What follows belongs to an exercise in optimizing a design on an open flow for a short achievable clock period and few clock cycles; a production flow would make more cautious choices.
Function was not checked in any run shown here: the RTL went through the layout flow alone.
Power and IR drop assume default switching activity.

<file path="flow/flow/run.sh">
#!/bin/bash
set -euo pipefail
bash standard.sh SETUP_SLACK_MARGIN=7.2 finish > flow_make.log 2>&1
</file>
<file path="flow/standard.sh">
#!/bin/bash
# synth_recipe.tcl (not shown) runs the flow's synth.tcl, then flattens the netlist and writes it again
# the make line also repeats each setting of config.mk as NAME=value (left out here)
make -C /OpenROAD-flow-scripts/flow DESIGN_CONFIG=/design/flow/config.mk WORK_HOME=/design/flow/orfs CLKGATE_MAP_FILE= SYNTH_SCRIPT=/design/flow/synth_recipe.tcl "${@:-finish}"
</file>
<file path="flow/config.mk">
export PLATFORM = sky130hd
export DESIGN_NAME = snappy_dec
export DESIGN_NICKNAME = snappy_dec
export VERILOG_FILES = /design/flow/design.v
export SDC_FILE = /design/flow/constraint.sdc
export NUM_CORES = 4
export LEC_CHECK = 0
export ABC_CLOCK_PERIOD_IN_PS = 3000
export CAP_MARGIN = 20
export CORE_MARGIN = 2
export CORE_UTILIZATION = 60
export SLEW_MARGIN = 20
</file>
<file path="flow/constraint.sdc">
create_clock -name core_clock -period 10.0 [get_ports {clk}]
set_input_delay 2.0000 -clock core_clock [delete_from_list [all_inputs] [get_ports {clk}]]
set_output_delay 2.0000 -clock core_clock [all_outputs]
set_load 0.01 [all_outputs]
</file>
<file path="flow/design.v">
module snappy_dec (
    input  wire        clk,
    input  wire        rst,
    input  wire        start,
    input  wire [15:0] src_len,
    input  wire [15:0] dst_cap,
    output wire        busy,
    output reg         done,
    output reg  [7:0]  fault,
    output reg  [31:0] result,
    output reg  [31:0] info0,
    output reg  [31:0] info1,
    output reg         in_re,
    output reg  [15:0] in_addr,
    input  wire [7:0]  in_rdata,
    output reg         out_re,
    output reg  [15:0] out_raddr,
    input  wire [7:0]  out_rdata,
    output reg         out_we,
    output reg  [15:0] out_waddr,
    output reg  [7:0]  out_wdata
);
    localparam [7:0] F_NONE      = 8'h00;
    localparam [7:0] F_VARINT    = 8'h01;
    localparam [7:0] F_COPY_OFF  = 8'h02;
    localparam [7:0] F_LEN_MISM  = 8'h03;
    localparam [7:0] F_TRUNC     = 8'h04;
    localparam [7:0] F_OVERRUN   = 8'h05;
    localparam [7:0] F_DST_SMALL = 8'h21;
    localparam [1:0] M_MEM = 2'd0, M_H1 = 2'd1, M_H2 = 2'd2;
    reg        st_hdr;        
    reg        st_decl;       
    reg        st_tag;        
    reg        st_trl;        
    reg        st_lchk;       
    reg        st_pay;        
    reg        st_end;        
    reg        st_flt;        
    reg        upd;           
    reg        upd_sl;        
    reg        upd_l;         
    reg        chk;           
    reg        chk_bad;       
    reg        chk_dir;       
    reg        big;           
    reg        busy_q;        
    reg        idle;          
    reg [15:0] src_len_q;
    reg [15:0] dst_cap_q;
    assign busy = busy_q;
    wire go = start & idle;
    reg        fin;           
    reg        fin_ok;
    reg  [15:0] na;           
    reg         rd_pend;      
    reg         fetch_en;
    reg  [7:0]  iq [0:3];
    reg  [2:0]  iq_wp, iq_rp;     
    reg  [7:0]  hb;           
    reg         hv;           
    reg         pop;          
    reg  [3:0]  cr_t;
    wire        issue = fetch_en && !cr_t[3] && (na != src_len_q);
    wire        h_take = !hv || pop;
    wire        iq_v = (iq_wp != iq_rp);
    wire        iq_pop  = h_take && iq_v;
    wire        iq_push = rd_pend && !(h_take && !iq_v);
    always @(posedge clk) begin
        if (idle || fin) begin
            in_addr <= 16'd0;
            na      <= (go & ~fin) ? 16'd1 : 16'd0;
        end else begin
            in_addr <= na;               
            if (issue) na <= na + 16'd1;
        end
    end
    always @(posedge clk) begin
        if (rst) begin
            in_re   <= 1'b0;
            rd_pend <= 1'b0;
            iq_wp   <= 3'd0;
            iq_rp   <= 3'd0;
            cr_t    <= 4'd0;
            hv      <= 1'b0;
        end else begin
            rd_pend <= in_re;
            if (idle || fin) begin
                in_re <= go & ~fin;
                cr_t  <= {3'd0, go & ~fin};
            end else begin
                in_re <= issue;
                if (issue && !pop)      cr_t <= {cr_t[2:0], 1'b1};
                else if (!issue && pop) cr_t <= {1'b0, cr_t[3:1]};
            end
            if (fin) begin
                iq_wp  <= 3'd0;
                iq_rp  <= 3'd0;
                hv     <= 1'b0;
            end else begin
                if (iq_push) iq_wp <= iq_wp + 3'd1;
                if (iq_pop)  iq_rp <= iq_rp + 3'd1;
                if (h_take) hv <= iq_v || rd_pend;
            end
        end
    end
    always @(posedge clk) begin
        if (iq_push) iq[iq_wp[1:0]] <= in_rdata;
        if (h_take) hb <= iq_v ? iq[iq_rp[1:0]] : in_rdata;
    end
    reg         cq_lit  [0:3];
    reg  [1:0]  cq_mode [0:3];
    reg  [15:0] cq_len  [0:3];
    reg  [15:0] cq_src  [0:3];
    reg         cq_one  [0:3];
    reg  [2:0]  cq_wp, cq_rp;     
    reg  [3:0]  cq_t;             
    wire        cq_v     = (cq_wp != cq_rp);
    wire        cq_stall = cq_t[2];
    reg         cq_push;
    reg         cq_pop;
    reg  [7:0]  lq [0:15];
    reg  [4:0]  lq_wp, lq_rp;     
    wire        lq_full = (lq_wp[3:0] == lq_rp[3:0]) && (lq_wp[4] != lq_rp[4]);
    wire        lq_v    = (lq_wp != lq_rp);
    reg         lq_push;
    reg         lq_pop;
    always @(posedge clk) begin
        if (rst || fin) begin
            cq_wp <= 3'd0; cq_rp <= 3'd0; cq_t <= 4'd0;
            lq_wp <= 5'd0; lq_rp <= 5'd0;
        end else begin
            if (cq_push) cq_wp <= cq_wp + 3'd1;
            if (cq_pop)  cq_rp <= cq_rp + 3'd1;
            if (cq_push && !cq_pop)      cq_t <= {cq_t[2:0], 1'b1};
            else if (!cq_push && cq_pop) cq_t <= {1'b0, cq_t[3:1]};
            if (lq_push) lq_wp <= lq_wp + 5'd1;
            if (lq_pop)  lq_rp <= lq_rp + 5'd1;
        end
    end
    reg  [16:0] rem;          
    reg         rem_z;        
    reg  [31:0] decl;         
    reg  [2:0]  vn;           
    reg  [16:0] P;            
    reg  [16:0] Pold;         
    reg  [16:0] room;         
    reg  [7:0]  tag;
    reg  [2:0]  tcnt;         
    reg  [2:0]  tidx;         
    reg  [31:0] trl;          
    reg  [16:0] pay;          
    reg  [16:0] alen;         
    reg         alen1;        
    reg  [7:0]  hbyte;        
    reg  [7:0]  f_code;
    reg  [1:0]  f_i0;         
    reg  [1:0]  f_i1;         
    reg  [7:0]  t_code;       
    reg  [1:0]  t_i0;
    reg  [1:0]  t_i1;
    wire [1:0]  hk  = hb[1:0];
    wire [5:0]  hu  = hb[7:2];
    reg  [2:0]  h_tcnt;
    always @(*) begin
        case (hk)
            2'b00:   h_tcnt = (hu >= 6'd60) ? ({1'b0, hu[1:0]} + 3'd1) : 3'd0;
            2'b01:   h_tcnt = 3'd1;
            2'b10:   h_tcnt = 3'd2;
            default: h_tcnt = 3'd4;
        endcase
    end
    wire        h_short = (hk == 2'b00) && (hu < 6'd60);
    wire [6:0]  h_len   = (hk == 2'b01) ? {4'd0, hu[2:0]} + 7'd4 : {1'b0, hu} + 7'd1;
    wire        h_f04t = (rem[16:3] == 14'd0) && (h_tcnt >= rem[2:0]);
    wire        ce_cp = st_trl && pop && (tidx + 3'd1 == tcnt) && (tag[1:0] != 2'b00);
    wire        updn  = upd || ce_cp;
    reg  [31:0] off_n;
    always @(*) begin
        case (tag[1:0])
            2'b01:   off_n = {21'd0, tag[7:5], hb};
            2'b10:   off_n = {16'd0, hb, trl[7:0]};
            default: off_n = {hb, trl[23:0]};
        endcase
    end
    wire [31:0] c_off = trl;    
    wire        t_f04 = (alen > rem);
    wire        t_f05 = (alen > room);
    wire        t_f04l = (upd_sl || upd_l) && (t_f04 || big);
    wire        t_f02c = ce_cp && ((off_n == 32'd0) || (off_n > {15'd0, P}));
    wire        t_bad  = t_f04l || t_f02c || t_f05;
    wire        decl_big = (decl > {16'd0, dst_cap_q});
    reg  [31:0] vbits;
    always @(*) begin
        case (vn)
            3'd0:    vbits = {25'd0, hb[6:0]};
            3'd1:    vbits = {18'd0, hb[6:0], 7'd0};
            3'd2:    vbits = {11'd0, hb[6:0], 14'd0};
            3'd3:    vbits = {4'd0, hb[6:0], 21'd0};
            default: vbits = {hb[3:0], 28'd0};
        endcase
    end
    reg         cur_v;
    reg         s1_v;
    reg         s2_v;
    wire        exec_idle = !cur_v && !cq_v && !s1_v && !s2_v;
    wire        e_dir  = updn && !cur_v && !cq_v;
    always @(*) begin
        pop     = hv && ((st_hdr && !rem_z) || (st_tag && !rem_z && !cq_stall) || (st_trl && !cq_stall)
                         || (st_pay && !lq_full));
        cq_push = chk && !chk_bad && !chk_dir;
        lq_push = st_pay && pop;
        fin     = (st_end && exec_idle) || (st_flt && !in_re && !rd_pend);
        fin_ok  = st_end;
    end
    always @(posedge clk) begin
        if (updn) begin
            cq_lit[cq_wp[1:0]]  <= !ce_cp;
            cq_mode[cq_wp[1:0]] <= (off_n[15:0] == 16'd1) ? M_H1 : (off_n[15:0] == 16'd2) ? M_H2 : M_MEM;
            cq_len[cq_wp[1:0]]  <= alen[15:0];
            cq_src[cq_wp[1:0]]  <= P[15:0] - off_n[15:0];
            cq_one[cq_wp[1:0]]  <= alen1;
        end
        if (!lq_full)
            lq[lq_wp[3:0]]      <= hb;
    end
    always @(posedge clk) begin
        if (rst) begin
            st_hdr <= 1'b0; st_decl <= 1'b0; st_tag <= 1'b0; st_trl <= 1'b0;
            st_lchk <= 1'b0; st_pay <= 1'b0; st_end <= 1'b0; st_flt <= 1'b0;
            upd <= 1'b0; upd_sl <= 1'b0; upd_l <= 1'b0;
            chk <= 1'b0; chk_bad <= 1'b0; chk_dir <= 1'b0;
            fetch_en <= 1'b0;
            busy_q <= 1'b0;
            idle   <= 1'b1;
        end else begin
            upd <= 1'b0; upd_sl <= 1'b0; upd_l <= 1'b0;
            chk     <= updn && !idle && !fin;
            chk_bad <= t_bad;
            chk_dir <= e_dir && !idle && !fin;
            if (idle) begin
                if (go) begin
                    busy_q   <= 1'b1;
                    idle     <= 1'b0;
                    st_hdr   <= 1'b1;
                    fetch_en <= 1'b1;
                end
            end else if (fin) begin
                busy_q   <= 1'b0;
                idle     <= 1'b1;
                st_end   <= 1'b0;
                st_flt   <= 1'b0;
                fetch_en <= 1'b0;
            end else begin
                st_decl <= 1'b0;
                if (upd_l) st_pay <= 1'b1;
                if (st_hdr) begin
                    if (rem_z) begin
                        st_hdr <= 1'b0; st_flt <= 1'b1; fetch_en <= 1'b0;
                    end else if (hv) begin
                        if (!hb[7]) begin
                            st_hdr <= 1'b0; st_decl <= 1'b1; st_tag <= 1'b1;
                        end else if (vn == 3'd4) begin
                            st_hdr <= 1'b0; st_flt <= 1'b1; fetch_en <= 1'b0;
                        end
                    end
                end
                if (st_tag) begin
                    if (rem_z) begin
                        st_tag <= 1'b0; fetch_en <= 1'b0;
                        if (room == 17'd0)
                            st_end <= 1'b1;
                        else
                            st_flt <= 1'b1;
                    end else if (pop) begin
                        st_tag <= 1'b0;
                        if (h_f04t) begin
                            st_flt <= 1'b1; fetch_en <= 1'b0;
                        end else if (h_short) begin
                            st_pay <= 1'b1;
                            upd    <= 1'b1;
                            upd_sl <= 1'b1;
                        end else
                            st_trl <= 1'b1;
                    end
                end
                if (st_trl && pop && tidx + 3'd1 == tcnt) begin
                    st_trl <= 1'b0;
                    if (tag[1:0] == 2'b00)
                        st_lchk <= 1'b1;
                    else
                        st_tag  <= 1'b1;     
                end
                if (st_lchk) begin
                    if (!cq_stall) begin
                        st_lchk <= 1'b0;
                        upd     <= 1'b1;
                        upd_l   <= 1'b1;
                    end
                end
                if (st_pay && pop && pay == 17'd0) begin
                    st_pay <= 1'b0;
                    st_tag <= 1'b1;
                end
                if (chk && chk_bad) begin
                    st_hdr <= 1'b0; st_decl <= 1'b0; st_tag <= 1'b0; st_trl <= 1'b0;
                    st_lchk <= 1'b0; st_pay <= 1'b0; st_end <= 1'b0;
                    upd <= 1'b0; upd_sl <= 1'b0; upd_l <= 1'b0;
                    st_flt <= 1'b1; fetch_en <= 1'b0;
                end
                if (st_decl && decl_big) begin
                    st_tag <= 1'b0; st_trl <= 1'b0; st_pay <= 1'b0; st_end <= 1'b0;
                    upd <= 1'b0; upd_sl <= 1'b0; upd_l <= 1'b0;
                    st_flt <= 1'b1; fetch_en <= 1'b0;
                end
            end
        end
    end
    always @(posedge clk) begin
        if (idle) begin
            src_len_q <= src_len;
            dst_cap_q <= dst_cap;
            rem       <= {1'b0, src_len};
            rem_z     <= (src_len == 16'd0);
            decl      <= 32'd0;
            vn        <= 3'd0;
            P         <= 17'd0;
            Pold      <= 17'd0;
        end else begin
            if (pop) begin
                rem   <= rem - 17'd1;
                rem_z <= (rem == 17'd1);
            end
            if (updn) begin
                Pold <= P;
                P    <= P + alen;
                room <= room - alen;
            end
            if (st_hdr && hv) begin
                decl  <= decl | vbits;
                room  <= decl[16:0] | vbits[16:0];
                vn    <= vn + 3'd1;
                hbyte <= hb;
            end
            if (st_tag) begin
                tag    <= hb;
                tcnt   <= h_tcnt;
                tidx   <= 3'd0;
                pay    <= {11'd0, hu};
                alen   <= {10'd0, h_len};
                alen1  <= (h_len == 7'd1);
                big    <= 1'b0;
            end
            if (st_trl && pop) begin
                case (tidx)
                    3'd0:    trl <= {21'd0, (tag[1:0] == 2'b01) ? tag[7:5] : 3'd0, hb};
                    3'd1:    trl[15:8]  <= hb;
                    3'd2:    trl[23:16] <= hb;
                    default: trl[31:24] <= hb;
                endcase
                tidx <= tidx + 3'd1;
            end
            if (st_lchk) begin
                alen  <= trl[16:0] + 17'd1;
                alen1 <= (trl[16:0] == 17'd0);
                pay   <= trl[16:0];
                big   <= (trl[31:17] != 15'd0) || (trl[16:0] == 17'h1ffff);
            end
            if (st_pay && pop)
                pay <= pay - 17'd1;
        end
    end
    always @(posedge clk) begin
        if (st_hdr && rem_z) begin
            f_code <= F_TRUNC; f_i0 <= 2'd0; f_i1 <= 2'd0;
        end
        if (st_hdr && !rem_z && hv) begin
            f_code <= F_VARINT; f_i0 <= 2'd1; f_i1 <= 2'd0;
        end
        if (st_tag && rem_z) begin
            f_code <= F_LEN_MISM; f_i0 <= 2'd2; f_i1 <= 2'd3;
        end
        if (st_tag && !rem_z) begin
            f_code <= F_TRUNC; f_i0 <= 2'd2; f_i1 <= 2'd3;
        end
        if (st_decl && decl_big) begin
            f_code <= F_DST_SMALL; f_i0 <= 2'd2; f_i1 <= 2'd1;
        end
        if (updn) begin
            t_i0 <= t_f02c ? 2'd3 : 2'd2;
            if (t_f04l) begin
                t_code <= F_TRUNC;    t_i1 <= 2'd2;
            end else if (t_f02c) begin
                t_code <= F_COPY_OFF; t_i1 <= 2'd2;
            end else begin
                t_code <= F_OVERRUN;  t_i1 <= 2'd3;
            end
        end
        if (chk && chk_bad) begin
            f_code <= t_code; f_i0 <= t_i0; f_i1 <= t_i1;
        end
    end
    always @(posedge clk) begin
        if (rst)
            done <= 1'b0;
        else
            done <= fin;
    end
    always @(posedge clk) begin
        begin
            if (fin_ok) begin
                fault  <= F_NONE;
                result <= decl;
                info0  <= 32'd0;
                info1  <= 32'd0;
            end else begin
                fault  <= f_code;
                result <= 32'd0;
                case (f_i0)
                    2'd0:    info0 <= 32'd0;
                    2'd1:    info0 <= {24'd0, hbyte};
                    2'd2:    info0 <= decl;
                    default: info0 <= c_off;
                endcase
                case (f_i1)
                    2'd0:    info1 <= 32'd0;
                    2'd1:    info1 <= {16'd0, dst_cap_q};
                    2'd2:    info1 <= {15'd0, Pold};
                    default: info1 <= {15'd0, P};
                endcase
            end
        end
    end
    reg         cur_lit;
    reg  [1:0]  cur_mode;
    reg  [15:0] cur_cnt;
    reg         cur_last;
    reg  [15:0] cur_src;
    wire        x_iss  = cur_v && (!cur_lit || lq_v) && !(chk_dir && chk_bad);
    wire        x_free = !cur_v || (x_iss && cur_last);
    wire        x_ld   = x_free && (cq_v || cq_push);    
    always @(*) begin
        cq_pop = x_ld;
        lq_pop = x_iss && cur_lit;
    end
    reg  [1:0]  s1_sel;       
    reg  [7:0]  s1_b;
    reg  [1:0]  s2_sel;
    reg  [7:0]  s2_b;
    reg  [7:0]  hist1;        
    reg  [7:0]  hist2;        
    reg  [7:0]  nbyte;
    reg  [15:0] wa;           
    always @(*) begin
        case (s2_sel)
            2'd0:    nbyte = out_rdata;
            2'd1:    nbyte = hist1;
            2'd2:    nbyte = hist2;
            default: nbyte = s2_b;
        endcase
    end
    always @(posedge clk) begin
        if (rst || fin) begin
            cur_v    <= 1'b0;
            s1_v     <= 1'b0;
            s2_v     <= 1'b0;
            out_re   <= 1'b0;
            out_we   <= 1'b0;
        end else begin
            if (x_ld || e_dir)
                cur_v <= 1'b1;
            else if ((x_iss && cur_last) || (chk_dir && chk_bad))
                cur_v <= 1'b0;
            s1_v   <= x_iss;
            out_re <= x_iss && !cur_lit && (cur_mode == M_MEM);
            s2_v   <= s1_v;
            out_we <= s2_v;
        end
    end
    always @(posedge clk) begin
        if (x_ld) begin
            cur_lit  <= cq_lit[cq_rp[1:0]];
            cur_mode <= cq_mode[cq_rp[1:0]];
            cur_cnt  <= cq_len[cq_rp[1:0]];
            cur_last <= cq_one[cq_rp[1:0]];
            cur_src  <= cq_src[cq_rp[1:0]];
        end else if (e_dir) begin
            cur_lit  <= !ce_cp;
            cur_mode <= (off_n[15:0] == 16'd1) ? M_H1 : (off_n[15:0] == 16'd2) ? M_H2 : M_MEM;
            cur_cnt  <= alen[15:0];
            cur_last <= alen1;
            cur_src  <= P[15:0] - off_n[15:0];
        end else if (x_iss) begin
            cur_cnt  <= cur_cnt - 16'd1;
            cur_last <= (cur_cnt == 16'd2);
            cur_src  <= cur_src + 16'd1;
        end
        if (idle)
            wa <= 16'd0;
        else if (s2_v)
            wa <= wa + 16'd1;
        out_raddr <= cur_src;
        s1_sel    <= cur_lit ? 2'd3 : cur_mode;
        s1_b      <= lq[lq_rp[3:0]];
        s2_sel    <= s1_sel;
        s2_b      <= s1_b;
        out_waddr <= wa;
        out_wdata <= nbyte;
        if (s2_v) begin
            hist1 <= nbyte;
            hist2 <= hist1;
        end
    end
endmodule
</file>
==> impl_metrics.ini, run 1 <==
[grt]
grt_util_all_layers_pct = 32.83
antenna_found_initial = 1
grt_pass1_vias = 26140
grt_pass1_wl_mm = 158.4
grt_max_degree = 74
overflow = 0

[timing]
setup_tns_ps = 0
fin_crit_ps = 3511
timing.final.crit_share_pct = 35.11
fin_hold_ws_ps = 323.8
worstMarginPinSlew_ps = 1075
setup_viol = 0
slew_headroom_pct = 28.14
slew_violations = 0
grt_setup_unrepaired = yes
clock_skew_ps = 23.32
report.final.hold_viol_count = 0
fmax_mhz = 284.8
setup_slack_ps = 6489

[die]
dieArea_um2 = 64580
die_y_um = 254.1
die_w_um = 254.1
core_um2 = 61830
floorplan.initialDensity_pct = 60.71
rows = 91
io_pins = 216

[worst_setup_path]
start_kind = register
arrival_ps = 3920
cp-end-kind = register
reg2reg_from = tag[1]
crit_path_start = tag[1]
critPathRequiredTime_ps = 10410
crit_path_max_fanout = 8
crit_type = register to register

[min_path]
hp-start = s1_b[6]
hold_class = register to register

[final_layout]
multi_input_area_um2 = 15690
syn_to_final_growth_pct = 28.20
final_nets = 3679
n_fill_cell = 3661
finalInstanceArea_um2 = 48120
regArea_um2 = 22650
drive_gt1_share_pct = 29.59
layout.cells.non_filler = 4393

[placed_design]
placed_area_um2 = 40250
placed_cells = 3983
place_ws_ps = 5913
dp_hpwl_mm = 64.05
port_buffers = 196
gp_congestion = 0.9399

[pwr]
p_comb_share_pct = 8.9
pwr-share-clk_pct = 42.0
p_leak_nw = 17.92
seqPwrFrac_pct = 49.0
switching_share_pct = 23.75
p_sw_w = 0.001928
power.density_nw_per_um2 = 168.7
vdd_ir_drop_max_uv = 156.2
internal_power_w = 0.006190

[flow_run]
maxCapViolCount = 0

[drt]
drc = 0
ant_nets = 0
via_per_inst = 6.125
wire_per_inst_um = 25.15
vias = 26910
routed_wirelength_mm = 110.5
drt_iter0_drc = 2673
dr.pass1.iters = 7

[logic_synthesis]
yosys_warnings = 1
synth_seq_cells = 852
synth.distinct_cells = 74
syn_inst = 3067
ys_seq_area_share_pct = 59.97
synth_flop_cell = edfxtp_1
synthesis.area_um2 = 37540
synth.avg_cell_area_um2 = 12.24
async_reset_ff_share_pct = 0
synth_edf_count = 545

[clock_tree]
clockBufferDepth = 3
htreeDepth = 3
cts_root_buffer = clkbuf_16
path_clk_slew_ps = 60
clock_sinks = 852
cts_buffers = 88
cts_tree = done
clkLatencyLatePin_ps = 670

[status]
status = finished clean
-- area by class of cell --
| cell class | count | area share [%] |
|---|---|---|
| inverter | 134 | 1.074 |
| timing repair buffer | 463 | 10.75 |
| antenna | 1 | 0.005200 |
| tap | 837 | 2.176 |
| clock buffer | 120 | 5.185 |
| sequential | 852 | 47.07 |
| clock inverter | 45 | 1.141 |
| multi-input combinational | 1941 | 32.60 |
-- placed cells by master, fill, tap and decap left out, types with 26 or more instances in the layout --
| cell type | Yosys | final |
|---|---|---|
| mux2_2 | 33 | 32 |
| dfxtp_1 | 307 | 213 |
| nor2b_1 | 32 | 28 |
| xor2_1 | 58 | 51 |
| o21ai_0 | 118 | 87 |
| a21oi_2 | 0 | 43 |
| and2_1 | 111 | 103 |
| buf_2 | 9 | 67 |
| nor4_1 | 39 | 27 |
| mux4_2 | 92 | 92 |
| buf_12 | 0 | 44 |
| a21oi_1 | 183 | 135 |
| nand4_1 | 30 | 30 |
| ha_1 | 145 | 116 |
| buf_6 | 5 | 123 |
| clkdlybuf4s50_1 | 0 | 44 |
| inv_1 | 134 | 120 |
| nand3_1 | 62 | 58 |
| dfxtp_2 | 0 | 86 |
| o21ai_1 | 3 | 26 |
| edfxtp_1 | 545 | 545 |
| nor3_1 | 45 | 32 |
| buf_4 | 19 | 140 |
| mux2i_1 | 43 | 42 |
| clkbuf_16 | 0 | 95 |
| xnor2_1 | 119 | 110 |
| nor2_1 | 282 | 258 |
| nand2_1 | 224 | 205 |
-- cell families after synthesis --
kind of cell	synth area share, %
fa+ha+maj	4.993
other cells	0.009990
compound gates	7.797
xor+xnor	4.130
flops	59.97
buf+inv	3.320
simple gates	12.12
mux	7.657
-- through the flow --
| stage | utilization [%] | power [W] |
|---|---|---|
| after floorplan | - | 0.004402 |
| after global placement | 65.10 | 0.004621 |
| after detailed placement | 65.10 | 0.004638 |
| after CTS | 75.03 | 0.008067 |
| after global routing | 77.83 | 0.008334 |
| final | 77.83 | 0.008118 |
-- flip-flops by register name, indices dropped and copies added (netlist names), 17 cells and up, named ones only --
name,cells
cq_len,64
cq_src,64
info1,17
info0,32
P,17
trl,32
decl,32
alen,17
lq,128
room,17
pay,17
result,32
iq,32
Pold,17
rem,17
-- worst max-delay path, stage by stage, from the launching register on --
cell and delay [ps]:
edfxtp_1 410, inv_2 110, ha_4 230, and2_4 170
a22oi_2 270, inv_2 90, ha_4 170, inv_2 50
fa_2 210, a211oi_2 90, o21a_1 210, nor3_2 160
nor2_1 70, a211o_1 360, o21ai_2 210, xor2_2 120
o21ai_1 240, nand2_1 100
-- cell usage after synthesis (4+ instances only) --
library cell | count | share of area [%]
xnor2_1 | 119 | 2.8
o22ai_1 | 4 | 0.067
xor2_1 | 58 | 1.4
a21o_1 | 22 | 0.44
nor3b_1 | 10 | 0.20
a21boi_0 | 6 | 0.12
o31ai_1 | 7 | 0.14
o31a_1 | 5 | 0.12
a22o_1 | 11 | 0.26
clkbuf_1 | 113 | 1.1
dfxtp_1 | 307 | 16
nor2_1 | 282 | 2.8
buf_1 | 20 | 0.20
and2_1 | 111 | 1.9
nand2b_1 | 22 | 0.37
or4_1 | 12 | 0.24
inv_1 | 134 | 1.3
o21bai_1 | 5 | 0.10
mux2i_1 | 43 | 1.1
nand4_1 | 30 | 0.50
mux4_2 | 92 | 5.5
a211oi_1 | 27 | 0.54
nor4_1 | 39 | 0.65
nor2b_1 | 32 | 0.53
nand2_1 | 224 | 2.2
nand3_1 | 62 | 0.83
ha_1 | 145 | 4.8
edfxtp_1 | 545 | 44
and3_1 | 27 | 0.45
buf_6 | 5 | 0.15
buf_4 | 19 | 0.38
or3_1 | 17 | 0.28
a31oi_1 | 16 | 0.27
buf_2 | 9 | 0.12
or2_2 | 7 | 0.12
nor3_1 | 45 | 0.60
o21a_1 | 23 | 0.46
a22oi_1 | 24 | 0.48
and4_1 | 7 | 0.16
a21oi_1 | 183 | 2.4
mux2_2 | 33 | 0.99
o21ai_0 | 118 | 1.6
-- path summary, 6_finish.rpt --
| check | endpoint | slack (ps) | depth (start not counted) |
|---|---|---|---|
| max | cur_src[14] | 6490 | 17 |
| min | s2_b[6] | 320 | 0 |
| max reg2reg | cur_src[14] | 6490 | 17 |
| min reg2reg | s2_b[6] | 320 | 0 |
-- power by group through the flow --
stage | Sequential (W) | Combinational (W) | Clock [W]
2_1_floorplan | 0.00404 | 0.000362 | 0
3_3_place_gp | 0.00407 | 0.000552 | 0
3_5_place_dp | 0.00407 | 0.000565 | 0
4_1_cts | 0.00397 | 0.000661 | 0.00343
5_1_grt | 0.00399 | 0.000771 | 0.00357
6_report | 0.00398 | 0.000725 | 0.00341
-- metal layers --
layer / GRT usage (%) / share of wire, % / wire length [um]
met3: 5.490 / 8.8 / 9674
met2: 53.77 / 48 / 52800
met5: 0 / 0 / 0
met4: 13.90 / 5.5 / 6090
met1: 43.67 / 38 / 41900
-- timing repair --
item / in CTS / in global routing
hold buffers: 0 / 0
buffers inserted: 147 / 56
pin swaps: 100 / 92
resized for setup: 983 / 257
setup endpoints to repair: 703 / 606
gates cloned: 33 / 8
==> run 2: changes to the inputs <==
==> flow/flow/run.sh (replaced) <==
#!/bin/bash
set -euo pipefail
bash standard.sh SETUP_SLACK_MARGIN=7.0 finish > flow_make.log 2>&1
==> run 2 against run 1 <==
Setup slack better by 140 ps. Final cell count is 1.7% lower. Synthesized cell count unchanged. Critical path depth decreased by 3. Sequential power barely moved. Die area unchanged. Design area down 4.0%. Core utilization decreased by 3.1 points. Sequential share of layout area up 2.0 points. Largest cell class unchanged.
==> impl_metrics.ini, run 2 <==
[final_layout]
syn_to_final_growth_pct = 23.08
drive_gt1_share_pct = 26.05
final_nets = 3609
largest_reg_flops = 128
final_cell_mix = edfxtp_1 (545), nor2_1 (263), nand2_1 (217)
antenna_cells = 0
final_common_cell = edfxtp_1

[clock_tree]
hold_buffers = 0
cts_root_buffer = clkbuf_16
cts_tree = done
htreeDepth = 3
path_clk_slew_ps = 60
cts_buffers = 85
clock_sinks = 852
clockBufferDepth = 3
clkLatencyLatePin_ps = 650

[drt]
drt_iter0_drc = 2510
ant_nets = 0
wire_per_inst_um = 24.31
drc = 0
vias = 26290
via_per_inst = 6.087
routed_wirelength_mm = 105.0
dr.pass1.iters = 5

[logic_synthesis]
yosys_warnings = 1
syn_inst = 3067
synth.distinct_cells = 74
synthesis.area_um2 = 37540
ys_seq_area_share_pct = 59.97
yosysTopAreaCell = edfxtp_1
synth_common_cells = edfxtp_1 (545), dfxtp_1 (307), nor2_1 (282), nand2_1 (224), a21oi_1 (183)
synth_edf_count = 545
synth.avg_cell_area_um2 = 12.24
synth_flop_cell = edfxtp_1
synth_top_area_share_pct = 43.60
synth_seq_cells = 852
yosys-top-cells-area = edfxtp_1 (44%), dfxtp_1 (16%), mux4_2 (5.5%), ha_1 (4.8%), nor2_1 (2.8%)
async_reset_ff_share_pct = 0
synth.most_common_cell = edfxtp_1

[timing]
slew_violations = 0
clock_skew_ps = 28.86
fmax_mhz = 297.0
grt_setup_unrepaired = yes
setup_tns_ps = 0
slew_headroom_pct = 20.91
fin_hold_ws_ps = 328.1
worstMarginPinSlew_ps = 1183
timing.final.crit_share_pct = 33.67
fin_crit_ps = 3367
report.final.hold_viol_count = 0
setup_viol = 0

[pwr]
seqPwrFrac_pct = 50.6
p_leak_nw = 17.05
internal_power_w = 0.005999
p_comb_share_pct = 9.3
p_sw_w = 0.001882
pwr-share-clk_pct = 40.1
power.density_nw_per_um2 = 170.6
vdd_ir_drop_max_uv = 252.4
switching_share_pct = 23.88

[worst_setup_path]
start_kind = register
crit_type = register to register
cp-end-kind = register
arrival_ps = 3750
crit_path_max_fanout = 7
critPathRequiredTime_ps = 10380

[flow_run]
maxCapViolCount = 0

[die]
io_pins = 216
floorplan.initialDensity_pct = 60.71
rows = 91
die_y_um = 254.1
dieArea_um2 = 64580
core_um2 = 61830
die_w_um = 254.1

[status]
status = finished clean

[grt]
grt_pass1_wl_mm = 153.5
antenna_found_initial = 3
overflow = 0
grt_pass1_vias = 25440
grt_max_degree = 72
grt_util_all_layers_pct = 31.80

[min_path]
hold_class = register to register

[placed_design]
gp_congestion = 0.9249
port_buffers = 196
dp_hpwl_mm = 64.18
[run 2: stage by stage]
stage | util (%) | instance area [um2] | worst slack [ps] | cells | total power [W]
final | 74.73 | 46200 | 6633 | 4319 | 0.007881
after global routing | 74.73 | 46200 | 6547 | 4319 | 0.008103
after CTS | 71.95 | 44490 | 6762 | 4240 | 0.007842
after detailed placement | 65.09 | 40240 | 5980 | 3986 | 0.004648
after global placement | 65.08 | 40240 | 6028 | 3985 | 0.004627
after floorplan | - | 37770 | 6734 | 3085 | 0.004401
[run 2: worst paths after layout]
check / from / to / slack [ps] / depth (start not counted)
setup / recovery: tag[0] / cur_src[15] / 6630 / 14
hold reg to reg: s1_b[3] / s2_b[3] / 330 / 0
hold / removal: s1_b[3] / s2_b[3] / 330 / 0
setup reg to reg: tag[0] / cur_src[15] / 6630 / 14
[run 2: critical path: stages, from the launching register on]
cell      delay (ps)
edfxtp_1         430
inv_2            120
ha_4             220
and2_4           190
a22o_1           280
ha_4             350
o21a_1           180
o31ai_4          100
a211oi_2         310
nor3_2           120
o31ai_2          270
a21oi_2          110
xnor2_2          200
o21ai_1          150
nand2_1           70
[run 2: repair_timing]
action | CTS | global route
setup buffers | 78 | 73
endpoints found under the setup margin | 644 | 512
cloned | 17 | 6
pin swaps | 38 | 78
endpoints found under the hold margin | 0 | 0
gates resized for setup | 861 | 216
[run 2: power groups by stage]
stage	Sequential, W	Clock [W]	Combinational [W]
2_1_floorplan	0.00404	0	0.000362
5_1_grt	0.00400	0.00332	0.000779
4_1_cts	0.00399	0.00319	0.000660
3_3_place_gp	0.00407	0	0.000557
3_5_place_dp	0.00408	0	0.000573
6_report	0.00399	0.00316	0.000729
[run 2: cell type report]
cell class	instances	area [um2]
fillers	3970	15630
well taps	837	1047
clock buffers	126	2529
repair buffers	395	3940
inverters	134	516.7
flip-flops and latches	852	22650
multi-input cells	1942	15250
clock inverters	33	270.3
[run 2: cell families after synthesis]
family          after synthesis  share of synthesized area, %
mux                         168                         7.657
compound gates              483                         7.797
flops                       852                         59.97
xor+xnor                    177                         4.130
fa+ha+maj                   148                         4.993
buf+inv                     300                         3.320
simple gates                938                         12.12
other cells                   1                      0.009990
[run 2: metal layers]
metal / vias up / track usage (%) / share of wire [%]
li1: 11760 / - / -
met1: 13010 / 43.00 / 40
met2: 1242 / 51.05 / 48
met3: 276 / 5.582 / 8.2
met4: 2 / 13.46 / 4.2
met5: - / 0 / 0.012
==> run 3: changes to the inputs <==
--- a/flow/design.v
+++ b/flow/design.v
@@ -185,2 +185,13 @@
     wire [31:0] c_off = trl;    
+    reg  [15:0] sq;
+    reg  [7:0]  sq_hm1;
+    wire [8:0]  sq_lo = {1'b0, sq[7:0]} - {1'b0, hb};
+    reg  [15:0] src_n;
+    always @(*) begin
+        case (tag[1:0])
+            2'b01:   src_n = {sq_lo[8] ? sq_hm1 : sq[15:8], sq_lo[7:0]};
+            2'b10:   src_n = {sq[15:8] - hb, sq[7:0]};
+            default: src_n = sq;
+        endcase
+    end
     wire        t_f04 = (alen > rem);
@@ -219,3 +230,3 @@
             cq_len[cq_wp[1:0]]  <= alen[15:0];
-            cq_src[cq_wp[1:0]]  <= P[15:0] - off_n[15:0];
+            cq_src[cq_wp[1:0]]  <= src_n;
             cq_one[cq_wp[1:0]]  <= alen1;
@@ -352,2 +363,10 @@
             end
+            if (st_tag) begin
+                sq     <= P[15:0] - {5'd0, hb[7:5], 8'd0};
+                sq_hm1 <= P[15:8] - {5'd0, hb[7:5]} - 8'd1;
+            end
+            if (st_trl && pop && tidx == 3'd0)
+                sq <= P[15:0] - {8'd0, hb};
+            if (st_trl && pop && tidx == 3'd1)
+                sq[15:8] <= sq[15:8] - hb;
             if (st_trl && pop) begin
@@ -490,3 +509,3 @@
             cur_last <= alen1;
-            cur_src  <= P[15:0] - off_n[15:0];
+            cur_src  <= src_n;
         end else if (x_iss) begin
==> run 3 against run 2 <==
Die area increased by 4.1%. Design area increased by 0.57%. Setup slack improved by 220 ps. Non-clock buffer count decreased by 58. Sequential cell count increased by 24. Final cell count increased by 2.8%. Global-route usage about the same. Fmax increased by 6.9%. Core utilization decreased by 2.6 points. Critical endpoint is now st_flt. Combinational power increased by 130%. Register-to-register slack improved by 220 ps.
==> impl_metrics.ini, run 3 <==
[clock_tree]
htreeDepth = 3
clockBufferDepth = 3
clkLatencyLatePin_ps = 660
cts_root_buffer = clkbuf_16
hold_buffers = 0
cts_tree = done
path_clk_slew_ps = 60
clock_sinks = 876
cts_buffers = 89

[placed_design]
gp_congestion = 0.9370
dp_hpwl_mm = 70.17
port_buffers = 196

[final_layout]
n_fill_cell = 4418
antenna_cells = 0
syn_to_final_growth_pct = 18.79
final_cell_mix = edfxtp_1 (569), nor2_1 (313), nand2_1 (272)
drive_gt1_share_pct = 21.88
final_nets = 3723
largest_reg_flops = 128
final_common_cell = edfxtp_1

[timing]
grt_setup_unrepaired = yes
fin_hold_ws_ps = 325.4
slew_headroom_pct = 30.12
worstMarginPinSlew_ps = 1043
timing.final.crit_share_pct = 31.48
fin_crit_ps = 3148
fmax_mhz = 317.6
setup_viol = 0
slew_violations = 0
report.final.hold_viol_count = 0
clock_skew_ps = 20.56
setup_tns_ps = 0

[worst_setup_path]
reg2reg_from = hb[7]
rrSetupSlack_ps = 6850
max_stage_delay_ps = 400
crit_path_max_fanout = 3
path_cells = buf_12 > clkinvlp_4 > nor4_4 > nand2_1 > o31a_1 > ha_1 > nand2b_1 > a21o_1 > a21oi_2 > nor4b_4 > buf_4 > a21o_1 > nand2_2 > nor2_2 > o31a_1
critPathRequiredTime_ps = 10540
start_kind = register
slowest_stage = edfxtp_1
arrival_ps = 3690
critPathTopFamily = compound AO/OA/AOI/OAI gates
crit_path_start = hb[7]
cp-end-kind = register
crit_type = register to register
path_buf_inv = 3

[die]
dieArea_um2 = 67250
io_pins = 216
die_y_um = 259.3
core_um2 = 64460
floorplan.initialDensity_pct = 60.68
die_w_um = 259.3
rows = 93

[logic_synthesis]
synth.most_common_cell = edfxtp_1
synth_flop_cell = edfxtp_1
synth.avg_cell_area_um2 = 12.09
yosys-top-cells-area = edfxtp_1 (44%), dfxtp_1 (16%), mux4_2 (5.3%), ha_1 (5.1%), nor2_1 (3.0%)
synth_top_family_by_area = simple AND/OR/NAND/NOR gates
synthSimpleGateAreaFrac_pct = 12.12
yosysTopAreaCell = edfxtp_1
synth-xor-area-share_pct = 4.322
async_reset_ff_share_pct = 0
yosys_warnings = 1
synth_common_cells = edfxtp_1 (569), nor2_1 (317), dfxtp_1 (307), nand2_1 (276), a21oi_1 (188)
ys_seq_area_share_pct = 59.39
synth.distinct_cells = 78
synthAdderAreaFrac_pct = 5.412
synth_seq_cells = 876
synthMuxAreaShare_pct = 7.146
synthesis.area_um2 = 39120
synth_compound_area_share_pct = 8.374
syn_inst = 3234
synth_edf_count = 569
synth_top_area_share_pct = 43.68

[min_path]
hold_class = register to register
hp-start = s1_sel[1]

[grt]
grt_max_degree = 70
overflow = 0
grt_util_all_layers_pct = 31.79
grt_pass1_vias = 26520
antenna_found_initial = 0
grt_pass1_wl_mm = 161.0

[drt]
dr.pass1.iters = 6
wire_per_inst_um = 24.29
ant_nets = 0
drc = 0
via_per_inst = 6.103
vias = 27090
routed_wirelength_mm = 107.8
drt_iter0_drc = 2656

[pwr]
power.density_nw_per_um2 = 199.2
vdd_ir_drop_max_uv = 160.9
total_power_w = 0.009257
p_leak_nw = 17.30

[flow_run]
maxCapViolCount = 0

[status]
status = finished clean
[run 3: cell types whose count changed after synthesis, sizes merged, moves of 13 or more]
cell / previous run / this run
nor2: 283 / 318
xor2: 58 / 74
edfxtp: 545 / 569
nand2: 224 / 276
ha: 145 / 158
and2: 112 / 98
clkbuf: 113 / 127
[run 3: routing by layer]
| layer | share of wire (%) | track usage [%] |
|---|---|---|
| met1 | 42 | 44.55 |
| met2 | 46 | 49.87 |
| met3 | 8.6 | 5.966 |
| met4 | 3.5 | 11.56 |
| met5 | 0 | 0 |
[run 3: cells by family (layout without fill, tap and decap cells)]
family,Yosys count,after routing
multiplexers,161,161
buffers and inverters,311,640
adder cells (fa/ha/maj),165,165
AND/OR/NAND/NOR,998,1001
XOR/XNOR,193,193
flip-flops,876,876
AO/OA/AOI/OAI,529,529
other,1,19
[run 3: through the flow]
stage                     worst slack [ps]  utilization [%]  instances  area, um2
after floorplan                       6847                -       3252      39270
after global placement                4860            64.85       4164      41800
after detailed placement              4715            64.87       4164      41820
after CTS                             6835            70.76       4403      45610
after global routing                  6760            72.08       4439      46460
final                                 6852            72.08       4439      46460
[run 3: layout make-up]
cell class | count | area, um2 | share of cell area [%]
inverter | 135 | 564.3 | 1.214
clock inverter | 51 | 508.0 | 1.093
clock buffer | 117 | 2446 | 5.264
tap | 855 | 1070 | 2.302
sequential | 876 | 23380 | 50.31
multi-input combinational | 2068 | 15290 | 32.91
timing repair buffer | 337 | 3207 | 6.902
[run 3: final timing paths]
check,to,cells after the start
max,st_flt,15
min,s2_sel[1],0
max reg2reg,st_flt,15
min reg2reg,s2_sel[1],0
[run 3: repair_timing]
action | CTS | global route
gates cloned | 9 | 0
endpoints found under the setup margin | 661 | 360
setup buffers | 62 | 36
pin swaps | 29 | 42
resized for setup | 831 | 145
[run 3: power breakdown]
| group | internal (W) | switching [W] |
|---|---|---|
| clock network | 0.00190 | 0.00144 |
| registers | 0.00413 | 0.000100 |
| logic | 0.000703 | 0.000986 |
| total | 0.00673 | 0.00253 |
==> run 4: changes to the inputs <==
==> flow/flow/run.sh (replaced) <==
#!/bin/bash
set -euo pipefail
bash standard.sh SETUP_SLACK_MARGIN=7.2 finish > flow_make.log 2>&1
==> run 4 against run 3 <==
Core utilization is 2.5 points higher. Sequential power barely moved. Power increased by 1.9%. Final cell count is 2.1% higher. Via count is 2.5% higher. Clock-buffer cell count up 1. Setup slack worse by 46 ps. Wire length increased by 3.6%. Register-to-register slack lost 50 ps. Sequential cell count is the same. Non-clock buffer count is 85 higher. Fmax shrank 1.4%.
==> impl_metrics.ini, run 4 <==
[worst_setup_path]
max_stage_delay_ps = 410
slowest_stage = edfxtp_1
path_buf_inv = 3
crit_path_max_fanout = 3
arrival_ps = 3730
crit_type = register to register
path_cells = buf_12 > clkinvlp_4 > nor4_4 > nand2_1 > o31a_1 > ha_1 > nand2b_4 > a21o_1 > a21oi_2 > nor4b_4 > buf_4 > a21o_1 > nand2_2 > nor2_1 > o31a_1
r2r_cells = 15
cp-end-kind = register
critPathRequiredTime_ps = 10540
critPathTopFamily = compound AO/OA/AOI/OAI gates
cp.depth = 15
start_kind = register

[final_layout]
antenna_cells = 0
final_common_cell = edfxtp_1
final_nets = 3815
largest_reg_flops = 128
final_cell_mix = edfxtp_1 (569), nor2_1 (300), nand2_1 (269)
n_fill_cell = 4220
drive_gt1_share_pct = 26.39
syn_to_final_growth_pct = 22.93

[timing]
timing.final.crit_share_pct = 31.94
worstMarginPinSlew_ps = 1048
setup_tns_ps = 0
setup_slack_ps = 6806
slew_headroom_pct = 29.72
fin_hold_ws_ps = 323.9
fmax_mhz = 313.1
fin_crit_ps = 3194
clock_skew_ps = 15.75
slew_violations = 0
setup_viol = 0
report.final.hold_viol_count = 0
grt_setup_unrepaired = yes

[die]
rows = 93
die_w_um = 259.3
core_um2 = 64460
die_y_um = 259.3
io_pins = 216
dieArea_um2 = 67250
floorplan.initialDensity_pct = 60.68

[logic_synthesis]
syn_inst = 3234
synth_flop_cell = edfxtp_1
synth_top_area_share_pct = 43.68
synth_edf_count = 569
async_reset_ff_share_pct = 0
synth.avg_cell_area_um2 = 12.09
yosys-top-cells-area = edfxtp_1 (44%), dfxtp_1 (16%), mux4_2 (5.3%), ha_1 (5.1%), nor2_1 (3.0%)
yosys_warnings = 1
yosysTopAreaCell = edfxtp_1
synth.distinct_cells = 78
synth_seq_cells = 876
ys_seq_area_share_pct = 59.39
synth_common_cells = edfxtp_1 (569), nor2_1 (317), dfxtp_1 (307), nand2_1 (276), a21oi_1 (188)
synthesis.area_um2 = 39120
synth.most_common_cell = edfxtp_1

[placed_design]
port_buffers = 196
place_ws_ps = 5212
gp_congestion = 0.9266
dp_hpwl_mm = 69.61

[drt]
dr.pass1.iters = 8
drc = 0
ant_nets = 0
routed_wirelength_mm = 111.7
wire_per_inst_um = 24.66
drt_iter0_drc = 2960
vias = 27780
via_per_inst = 6.132

[grt]
antenna_found_initial = 4
grt_max_degree = 73
overflow = 0
grt_util_all_layers_pct = 32.29
grt_pass1_wl_mm = 163.4
grt_pass1_vias = 26750

[clock_tree]
cts_tree = done
clock_sinks = 876
cts_root_buffer = clkbuf_16
clkLatencyLatePin_ps = 660
cts_buffers = 90
hold_buffers = 0
htreeDepth = 3
path_clk_slew_ps = 60
clockBufferDepth = 3

[status]
status = finished clean

[pwr]
vdd_ir_drop_max_uv = 162.1
p_leak_nw = 17.92
power.density_nw_per_um2 = 196.3

[min_path]
min_path_cells = 0
hold_class = register to register

[flow_run]
maxCapViolCount = 0
run 4: cell counts after synthesis:
Identical to the previous run, type by type.
run 4: worst paths after layout:
| path | startpoint | end | slack [ps] |
|---|---|---|---|
| worst max register to register | hb[4] | st_flt | 6810 |
| worst min register to register | s1_b[2] | s2_b[2] | 320 |
| worst min-delay path | s1_b[2] | s2_b[2] | 320 |
| worst max-delay path | hb[4] | st_flt | 6810 |
run 4: worst register-to-register path, cell delays in order (launching register included):
cell and delay (ps):
edfxtp_1 410, buf_12 140, clkinvlp_4 150, nor4_4 340, nand2_1 100, o31a_1 330
ha_1 300, nand2b_4 140, a21o_1 160, a21oi_2 190, nor4b_4 90, buf_4 150
a21o_1 160, nand2_2 80, nor2_1 40, o31a_1 300
run 4: timing repair:
item,4_1_cts,5_1_grt
resized for setup,877,263
setup buffers,106,65
endpoints found under the hold margin,0,0
endpoints found under the setup margin,730,529
gates cloned,11,12
pin swaps,76,86
run 4: cell families after synthesis:
group / share of synthesized area, %
AOI/OAI and AO/OA: 8.374
xor gates and xnor gates: 4.322
adders and majority gates: 5.412
buffers and inverters: 3.221
DFF: 59.39
muxes: 7.146
other: 0.009587
and+or+nand+nor: 12.12
run 4: layout make-up:
class                   instances  area [um2]  share of cell area, %
clock buffers                 118        2480                  5.157
clock inverters                50       476.7                 0.9914
inverters                     135       594.3                  1.236
multi-input cells            2071       15920                  33.10
flip-flops and latches        876       23380                  48.63
well taps                     855        1070                  2.225
repair buffers                422        4133                  8.595
repair inverters                3       28.78                0.05985
run 4: through the flow:
stage,power [W],std cells,instance area (um2),util [%]
6_report,0.009438,4530,48080,74.59
3_3_place_gp,0.005549,4167,41930,65.04
5_1_grt,0.009714,4530,48080,74.59
4_1_cts,0.009282,4453,46370,71.93
2_1_floorplan,0.005121,3252,39400,-
3_5_place_dp,0.005596,4168,41940,65.06
run 4: where the power goes:
part           switching (W)  leakage (nW)  internal (W)
Clock                0.00145          1.44       0.00190
Sequential          0.000102          7.78       0.00413
Combinational        0.00106          8.70      0.000805
run 4: routing by layer:
| metal | GRT usage [%] | part of all wire, % | vias to the layer above | wire, um |
|---|---|---|---|---|
| li1 | - | - | 12420 | - |
| met1 | 45.77 | 40 | 13680 | 44740 |
| met2 | 50.25 | 46 | 1428 | 51690 |
| met3 | 6.249 | 9.9 | 246 | 11040 |
| met4 | 11.13 | 3.8 | 4 | 4232 |
| met5 | 0 | 0.021 | - | 23 |
==> run 5: changes to the inputs <==
--- a/flow/design.v
+++ b/flow/design.v
@@ -38,4 +38,2 @@
     reg        st_flt;        
-    reg        upd;           
-    reg        upd_sl;        
     reg        upd_l;         
@@ -43,3 +41,2 @@
     reg        chk_bad;       
-    reg        chk_dir;       
     reg        big;           
@@ -57,3 +54,4 @@
     reg  [7:0]  iq [0:3];
-    reg  [2:0]  iq_wp, iq_rp;     
+    reg  [1:0]  iq_wp, iq_rp;
+    reg  [2:0]  iq_cnt;
     reg  [7:0]  hb;           
@@ -61,6 +59,6 @@
     reg         pop;          
-    reg  [3:0]  cr_t;
-    wire        issue = fetch_en && !cr_t[3] && (na != src_len_q);
+    wire [2:0]  iq_use = iq_cnt + {2'd0, hv} + {2'd0, in_re} + {2'd0, rd_pend};
+    wire        issue = fetch_en && (iq_use < 3'd4) && (na != src_len_q);
     wire        h_take = !hv || pop;
-    wire        iq_v = (iq_wp != iq_rp);
+    wire        iq_v = (iq_cnt != 3'd0);
     wire        iq_pop  = h_take && iq_v;
@@ -80,5 +78,5 @@
             rd_pend <= 1'b0;
-            iq_wp   <= 3'd0;
-            iq_rp   <= 3'd0;
-            cr_t    <= 4'd0;
+            iq_wp   <= 2'd0;
+            iq_rp   <= 2'd0;
+            iq_cnt  <= 3'd0;
             hv      <= 1'b0;
@@ -86,17 +84,16 @@
             rd_pend <= in_re;
-            if (idle || fin) begin
+            if (idle || fin)
                 in_re <= go & ~fin;
-                cr_t  <= {3'd0, go & ~fin};
-            end else begin
+            else
                 in_re <= issue;
-                if (issue && !pop)      cr_t <= {cr_t[2:0], 1'b1};
-                else if (!issue && pop) cr_t <= {1'b0, cr_t[3:1]};
-            end
             if (fin) begin
-                iq_wp  <= 3'd0;
-                iq_rp  <= 3'd0;
+                iq_wp  <= 2'd0;
+                iq_rp  <= 2'd0;
+                iq_cnt <= 3'd0;
                 hv     <= 1'b0;
             end else begin
-                if (iq_push) iq_wp <= iq_wp + 3'd1;
-                if (iq_pop)  iq_rp <= iq_rp + 3'd1;
+                if (iq_push) iq_wp <= iq_wp + 2'd1;
+                if (iq_pop)  iq_rp <= iq_rp + 2'd1;
+                if (iq_push && !iq_pop)      iq_cnt <= iq_cnt + 3'd1;
+                else if (!iq_push && iq_pop) iq_cnt <= iq_cnt - 3'd1;
                 if (h_take) hv <= iq_v || rd_pend;
@@ -106,4 +103,4 @@
     always @(posedge clk) begin
-        if (iq_push) iq[iq_wp[1:0]] <= in_rdata;
-        if (h_take) hb <= iq_v ? iq[iq_rp[1:0]] : in_rdata;
+        if (iq_push) iq[iq_wp] <= in_rdata;
+        if (h_take) hb <= iq_v ? iq[iq_rp] : in_rdata;
     end
@@ -115,5 +112,5 @@
     reg  [2:0]  cq_wp, cq_rp;     
-    reg  [3:0]  cq_t;             
+    wire [2:0]  cq_used  = cq_wp - cq_rp;
     wire        cq_v     = (cq_wp != cq_rp);
-    wire        cq_stall = cq_t[2];
+    wire        cq_stall = cq_used[2] || (cq_used[1:0] == 2'd3);
     reg         cq_push;
@@ -128,3 +125,3 @@
         if (rst || fin) begin
-            cq_wp <= 3'd0; cq_rp <= 3'd0; cq_t <= 4'd0;
+            cq_wp <= 3'd0; cq_rp <= 3'd0;
             lq_wp <= 5'd0; lq_rp <= 5'd0;
@@ -133,4 +130,2 @@
             if (cq_pop)  cq_rp <= cq_rp + 3'd1;
-            if (cq_push && !cq_pop)      cq_t <= {cq_t[2:0], 1'b1};
-            else if (!cq_push && cq_pop) cq_t <= {1'b0, cq_t[3:1]};
             if (lq_push) lq_wp <= lq_wp + 5'd1;
@@ -174,4 +169,9 @@
     wire        h_f04t = (rem[16:3] == 14'd0) && (h_tcnt >= rem[2:0]);
-    wire        ce_cp = st_trl && pop && (tidx + 3'd1 == tcnt) && (tag[1:0] != 2'b00);
-    wire        updn  = upd || ce_cp;
+    wire [31:0] c_off = trl;
+    wire        trl_last = (tidx + 3'd1 == tcnt);
+    wire        ce_sl = st_tag && pop && h_short;
+    wire        ce_cp = st_trl && pop && trl_last && (tag[1:0] != 2'b00);
+    wire        ce_ll = upd_l;
+    wire        ce    = ce_sl || ce_cp || ce_ll;
+    wire        kill  = (chk && chk_bad) || (st_decl && decl_big);
     reg  [31:0] off_n;
@@ -184,18 +184,6 @@
     end
-    wire [31:0] c_off = trl;    
-    reg  [15:0] sq;
-    reg  [7:0]  sq_hm1;
-    wire [8:0]  sq_lo = {1'b0, sq[7:0]} - {1'b0, hb};
-    reg  [15:0] src_n;
-    always @(*) begin
-        case (tag[1:0])
-            2'b01:   src_n = {sq_lo[8] ? sq_hm1 : sq[15:8], sq_lo[7:0]};
-            2'b10:   src_n = {sq[15:8] - hb, sq[7:0]};
-            default: src_n = sq;
-        endcase
-    end
-    wire        t_f04 = (alen > rem);
-    wire        t_f05 = (alen > room);
-    wire        t_f04l = (upd_sl || upd_l) && (t_f04 || big);
+    wire [16:0] len_ce = ce_sl ? {10'd0, h_len} : alen;
+    wire        t_f04l = ce_sl ? ({10'd0, h_len} >= rem) : (ce_ll && ((alen > rem) || big));
     wire        t_f02c = ce_cp && ((off_n == 32'd0) || (off_n > {15'd0, P}));
+    wire        t_f05  = (len_ce > room);
     wire        t_bad  = t_f04l || t_f02c || t_f05;
@@ -216,3 +204,2 @@
     wire        exec_idle = !cur_v && !cq_v && !s1_v && !s2_v;
-    wire        e_dir  = updn && !cur_v && !cq_v;
     always @(*) begin
@@ -220,3 +207,3 @@
                          || (st_pay && !lq_full));
-        cq_push = chk && !chk_bad && !chk_dir;
+        cq_push = chk && !chk_bad;
         lq_push = st_pay && pop;
@@ -225,9 +212,10 @@
     end
+    wire [1:0]  cq_wa = cq_wp[1:0] + {1'b0, cq_push};
     always @(posedge clk) begin
-        if (updn) begin
-            cq_lit[cq_wp[1:0]]  <= !ce_cp;
-            cq_mode[cq_wp[1:0]] <= (off_n[15:0] == 16'd1) ? M_H1 : (off_n[15:0] == 16'd2) ? M_H2 : M_MEM;
-            cq_len[cq_wp[1:0]]  <= alen[15:0];
-            cq_src[cq_wp[1:0]]  <= src_n;
-            cq_one[cq_wp[1:0]]  <= alen1;
+        if (ce) begin
+            cq_lit[cq_wa]  <= !ce_cp;
+            cq_mode[cq_wa] <= (off_n[15:0] == 16'd1) ? M_H1 : (off_n[15:0] == 16'd2) ? M_H2 : M_MEM;
+            cq_len[cq_wa]  <= len_ce[15:0];
+            cq_src[cq_wa]  <= P[15:0] - off_n[15:0];
+            cq_one[cq_wa]  <= ce_sl ? (h_len == 7'd1) : alen1;
         end
@@ -240,4 +228,4 @@
             st_lchk <= 1'b0; st_pay <= 1'b0; st_end <= 1'b0; st_flt <= 1'b0;
-            upd <= 1'b0; upd_sl <= 1'b0; upd_l <= 1'b0;
-            chk <= 1'b0; chk_bad <= 1'b0; chk_dir <= 1'b0;
+            upd_l <= 1'b0;
+            chk <= 1'b0; chk_bad <= 1'b0;
             fetch_en <= 1'b0;
@@ -246,6 +234,5 @@
         end else begin
-            upd <= 1'b0; upd_sl <= 1'b0; upd_l <= 1'b0;
-            chk     <= updn && !idle && !fin;
+            upd_l   <= 1'b0;
+            chk     <= ce && !kill && !idle && !fin;
             chk_bad <= t_bad;
-            chk_dir <= e_dir && !idle && !fin;
             if (idle) begin
@@ -288,7 +275,5 @@
                             st_flt <= 1'b1; fetch_en <= 1'b0;
-                        end else if (h_short) begin
+                        end else if (h_short)
                             st_pay <= 1'b1;
-                            upd    <= 1'b1;
-                            upd_sl <= 1'b1;
-                        end else
+                        else
                             st_trl <= 1'b1;
@@ -296,3 +281,3 @@
                 end
-                if (st_trl && pop && tidx + 3'd1 == tcnt) begin
+                if (st_trl && pop && trl_last) begin
                     st_trl <= 1'b0;
@@ -301,3 +286,3 @@
                     else
-                        st_tag  <= 1'b1;     
+                        st_tag  <= 1'b1;
                 end
@@ -306,3 +291,2 @@
                         st_lchk <= 1'b0;
-                        upd     <= 1'b1;
                         upd_l   <= 1'b1;
@@ -317,3 +301,3 @@
                     st_lchk <= 1'b0; st_pay <= 1'b0; st_end <= 1'b0;
-                    upd <= 1'b0; upd_sl <= 1'b0; upd_l <= 1'b0;
+                    upd_l <= 1'b0;
                     st_flt <= 1'b1; fetch_en <= 1'b0;
@@ -322,3 +306,3 @@
                     st_tag <= 1'b0; st_trl <= 1'b0; st_pay <= 1'b0; st_end <= 1'b0;
-                    upd <= 1'b0; upd_sl <= 1'b0; upd_l <= 1'b0;
+                    upd_l <= 1'b0;
                     st_flt <= 1'b1; fetch_en <= 1'b0;
@@ -343,6 +327,6 @@
             end
-            if (updn) begin
+            if (ce && !kill) begin
                 Pold <= P;
-                P    <= P + alen;
-                room <= room - alen;
+                P    <= P + len_ce;
+                room <= room - len_ce;
             end
@@ -363,10 +347,2 @@
             end
-            if (st_tag) begin
-                sq     <= P[15:0] - {5'd0, hb[7:5], 8'd0};
-                sq_hm1 <= P[15:8] - {5'd0, hb[7:5]} - 8'd1;
-            end
-            if (st_trl && pop && tidx == 3'd0)
-                sq <= P[15:0] - {8'd0, hb};
-            if (st_trl && pop && tidx == 3'd1)
-                sq[15:8] <= sq[15:8] - hb;
             if (st_trl && pop) begin
@@ -406,3 +382,3 @@
         end
-        if (updn) begin
+        if (ce) begin
             t_i0 <= t_f02c ? 2'd3 : 2'd2;
@@ -456,3 +432,3 @@
     reg  [15:0] cur_src;
-    wire        x_iss  = cur_v && (!cur_lit || lq_v) && !(chk_dir && chk_bad);
+    wire        x_iss  = cur_v && (!cur_lit || lq_v);
     wire        x_free = !cur_v || (x_iss && cur_last);
@@ -487,5 +463,5 @@
         end else begin
-            if (x_ld || e_dir)
+            if (x_ld)
                 cur_v <= 1'b1;
-            else if ((x_iss && cur_last) || (chk_dir && chk_bad))
+            else if (x_iss && cur_last)
                 cur_v <= 1'b0;
@@ -504,8 +480,2 @@
             cur_src  <= cq_src[cq_rp[1:0]];
-        end else if (e_dir) begin
-            cur_lit  <= !ce_cp;
-            cur_mode <= (off_n[15:0] == 16'd1) ? M_H1 : (off_n[15:0] == 16'd2) ? M_H2 : M_MEM;
-            cur_cnt  <= alen[15:0];
-            cur_last <= alen1;
-            cur_src  <= src_n;
         end else if (x_iss) begin
--- a/flow/config.mk
+++ b/flow/config.mk
@@ -11,2 +11,4 @@
 export CORE_UTILIZATION = 60
+export CTS_CLUSTER_DIAMETER = 80
+export CTS_CLUSTER_SIZE = 20
 export SLEW_MARGIN = 20
==> run 5 against run 4 <==
Power shrank 19%. Sequential power is 2% lower. Final cell count is 6.6% lower. Sequential cell count fell by 34. Critical endpoint is now room[11]. Largest cell class unchanged. Highest routed layer is now met4.
==> impl_metrics.ini, run 5 <==
[logic_synthesis]
syn_inst = 3047
yosysTopAreaCell = edfxtp_1
synthesis.area_um2 = 37170
synth_edf_count = 545
synth_flop_cell = edfxtp_1
synth_seq_cells = 842
synth.most_common_cell = edfxtp_1
synth_top_area_share_pct = 44.03
yosys_warnings = 1
async_reset_ff_share_pct = 0
synth_common_cells = edfxtp_1 (545), dfxtp_1 (297), nand2_1 (264), nor2_1 (240), a21oi_1 (171)
synth.distinct_cells = 78
yosys-top-cells-area = edfxtp_1 (44%), dfxtp_1 (16%), mux4_2 (5.6%), ha_1 (4.8%), nand2_1 (2.7%)
synth.avg_cell_area_um2 = 12.20
ys_seq_area_share_pct = 60.02

[pwr]
switching_share_pct = 27.53
p_sw_w = 0.002105
p_leak_nw = 17.34
p_comb_share_pct = 17.3
pwr-share-clk_pct = 28.7
seqPwrFrac_pct = 54.0
vdd_ir_drop_max_uv = 176.0
internal_power_w = 0.005540
power.density_nw_per_um2 = 165.9

[clock_tree]
cts_buffers = 50
cts_tree = done
clockBufferDepth = 3
clkLatencyLatePin_ps = 630
htreeDepth = 2
clock_sinks = 842
cts_root_buffer = clkbuf_16
path_clk_slew_ps = 90
hold_buffers = 0

[final_layout]
final_common_cell = edfxtp_1
final_nets = 3600
syn_to_final_growth_pct = 23.92
final_cell_mix = edfxtp_1 (545), nor2_1 (226), nand2_1 (216)
drive_gt1_share_pct = 28.12
antenna_cells = 0
largest_reg_flops = 128
n_fill_cell = 4003

[die]
dieArea_um2 = 63960
rows = 91
floorplan.initialDensity_pct = 60.46
die_y_um = 252.9
core_um2 = 61480
io_pins = 216
die_w_um = 252.9

[drt]
ant_nets = 0
routed_wirelength_mm = 106.6
wire_per_inst_um = 25.19
drt_iter0_drc = 2837
drc = 0
via_per_inst = 6.154
vias = 26050
dr.pass1.iters = 7

[status]
status = finished clean

[timing]
setup_slack_ps = 5355
worstMarginPinSlew_ps = 1148
setup_viol = 0
slew_violations = 0
slew_headroom_pct = 23.48
fmax_mhz = 215.3
setup_tns_ps = 0
clock_skew_ps = 30.87
fin_crit_ps = 4645
report.final.hold_viol_count = 0
grt_setup_unrepaired = yes
timing.final.crit_share_pct = 46.45

[placed_design]
dp_hpwl_mm = 65.53
port_buffers = 196
place_ws_ps = 4911
gp_congestion = 0.9291

[worst_setup_path]
arrival_ps = 5010
path_buf_inv = 0
crit_path_max_fanout = 7
critPathRequiredTime_ps = 10360
start_kind = register
cp-end-kind = register
crit_type = register to register
path_cells = o41ai_2 > o211a_4 > o21ai_1 > o211ai_1 > o311a_1 > a2111o_1 > maj3_2 > a211o_4 > a211o_1 > xnor2_1 > nand2_1 > o21ai_2
critPathTopFamily = compound AO/OA/AOI/OAI gates
slowest_stage = dfxtp_1
max_stage_delay_ps = 1010

[grt]
overflow = 0
grt_max_degree = 73
antenna_found_initial = 1
grt_pass1_vias = 25290
grt_pass1_wl_mm = 155.6
grt_util_all_layers_pct = 32.30

[min_path]
hold_class = register to register

[flow_run]
maxCapViolCount = 0
run 5: cell types whose count changed after synthesis, sizes merged, moves of 13 or more:
cell    previous run  this run
a21oi            189       171
xnor2            119       104
ha               158       144
edfxtp           569       545
a31oi             27        13
nor2b             32        45
inv              134       152
nor2             318       240
run 5: final cells by class:
cell class / count / area [um2] / share of cell area (%)
Clock buffer: 89 / 1493 / 3.241
Clock inverter: 5 / 58.81 / 0.1277
Inverter: 152 / 598.1 / 1.298
Multi-Input combinational cell: 1913 / 15390 / 33.41
Sequential cell: 842 / 22460 / 48.75
Tap cell: 790 / 988.4 / 2.146
Timing Repair Buffer: 442 / 5076 / 11.02
run 5: final timing paths:
kind	start	endpoint	slack [ps]	depth (start not counted)
max	st_pay	room[11]	5350	12
min	s1_sel[1]	s2_sel[1]	330	0
min reg2reg	s1_sel[1]	s2_sel[1]	330	0
max reg2reg	st_pay	room[11]	5350	12
run 5: layer usage:
metal / GRT usage [%] / share of wire [%]
met1: 46.05 / 42
met2: 51.48 / 47
met3: 4.091 / 7.2
met4: 11.48 / 3.7
met5: 0 / 0
run 5: power groups by stage:
stage / combinational [W] / sequential (W) / clock (W)
2_1_floorplan: 0.000653 / 0.00419 / 0
3_3_place_gp: 0.00105 / 0.00420 / 0
3_5_place_dp: 0.00108 / 0.00420 / 0
4_1_cts: 0.00119 / 0.00412 / 0.00220
5_1_grt: 0.00141 / 0.00414 / 0.00233
6_report: 0.00133 / 0.00413 / 0.00219
run 5: timing repair:
| action | CTS | global route |
|---|---|---|
| setup buffers | 117 | 65 |
| cloned | 33 | 7 |
| endpoints found under the setup margin | 770 | 671 |
| hold endpoints to repair | 0 | 0 |
| gates resized for setup | 1070 | 233 |
| pin swaps | 91 | 92 |
run 5: cells by family after synthesis:
logic type	share of synthesized area (%)
compound gates	7.644
mux	7.173
other cells	0.01009
xor+xnor	4.473
simple gates	12.09
fa+ha+maj	5.147
buf+inv	3.443
flops	60.02
run 5: metrics by stage:
step	cell area [um2]	instances	power, W	util (%)	hold WS (ps)
finish	46060	4233	0.007644	74.92	330.8
global route	46060	4233	0.007882	74.92	332.4
CTS	44480	4161	0.007513	72.35	330.3
detailed placement	40090	3917	0.005284	65.20	312.1
global placement	40090	3917	0.005244	65.20	311.0
floorplan	37680	3065	0.004842	-	309.6

separate check: timing with driven ports:
The results above use ideal ports. As a check the final layouts listed here were re-extracted and re-timed, cells and wires unchanged.
Step 1: set_driving_cell puts a clkbuf_16 on clk and a buf_2 on each other input, an assumption about the parent block.
Step 2 times the ports against the registers' clock, not the clock port: input delays grow and output delays shrink by t, the midpoint of the rising clock arrivals with the driver on.
a / b / c = ideal ports / drivers / drivers and shift; a / b = the first two.
| run | t, ns | setup slack, ns | worst setup path at the end |
|---|---|---|---|
| run 1 | 0.719 | 6.489 / 6.489 / 6.489 | register to register |
| run 2 | 0.702 | 6.633 / 6.633 / 6.371 | input to register |
| run 3 | 0.714 | 6.852 / 6.816 / 6.308 | input to register |
| run 4 | 0.716 | 6.806 / 6.797 / 6.535 | input to register |
| run 5 | 0.678 | 5.355 / 5.355 / 5.355 | register to register |
After both steps every run listed still meets setup and hold. For run 3, which loses most, drivers alone change the setup slack by -0.036 ns; drivers and shift together by -0.544 ns.
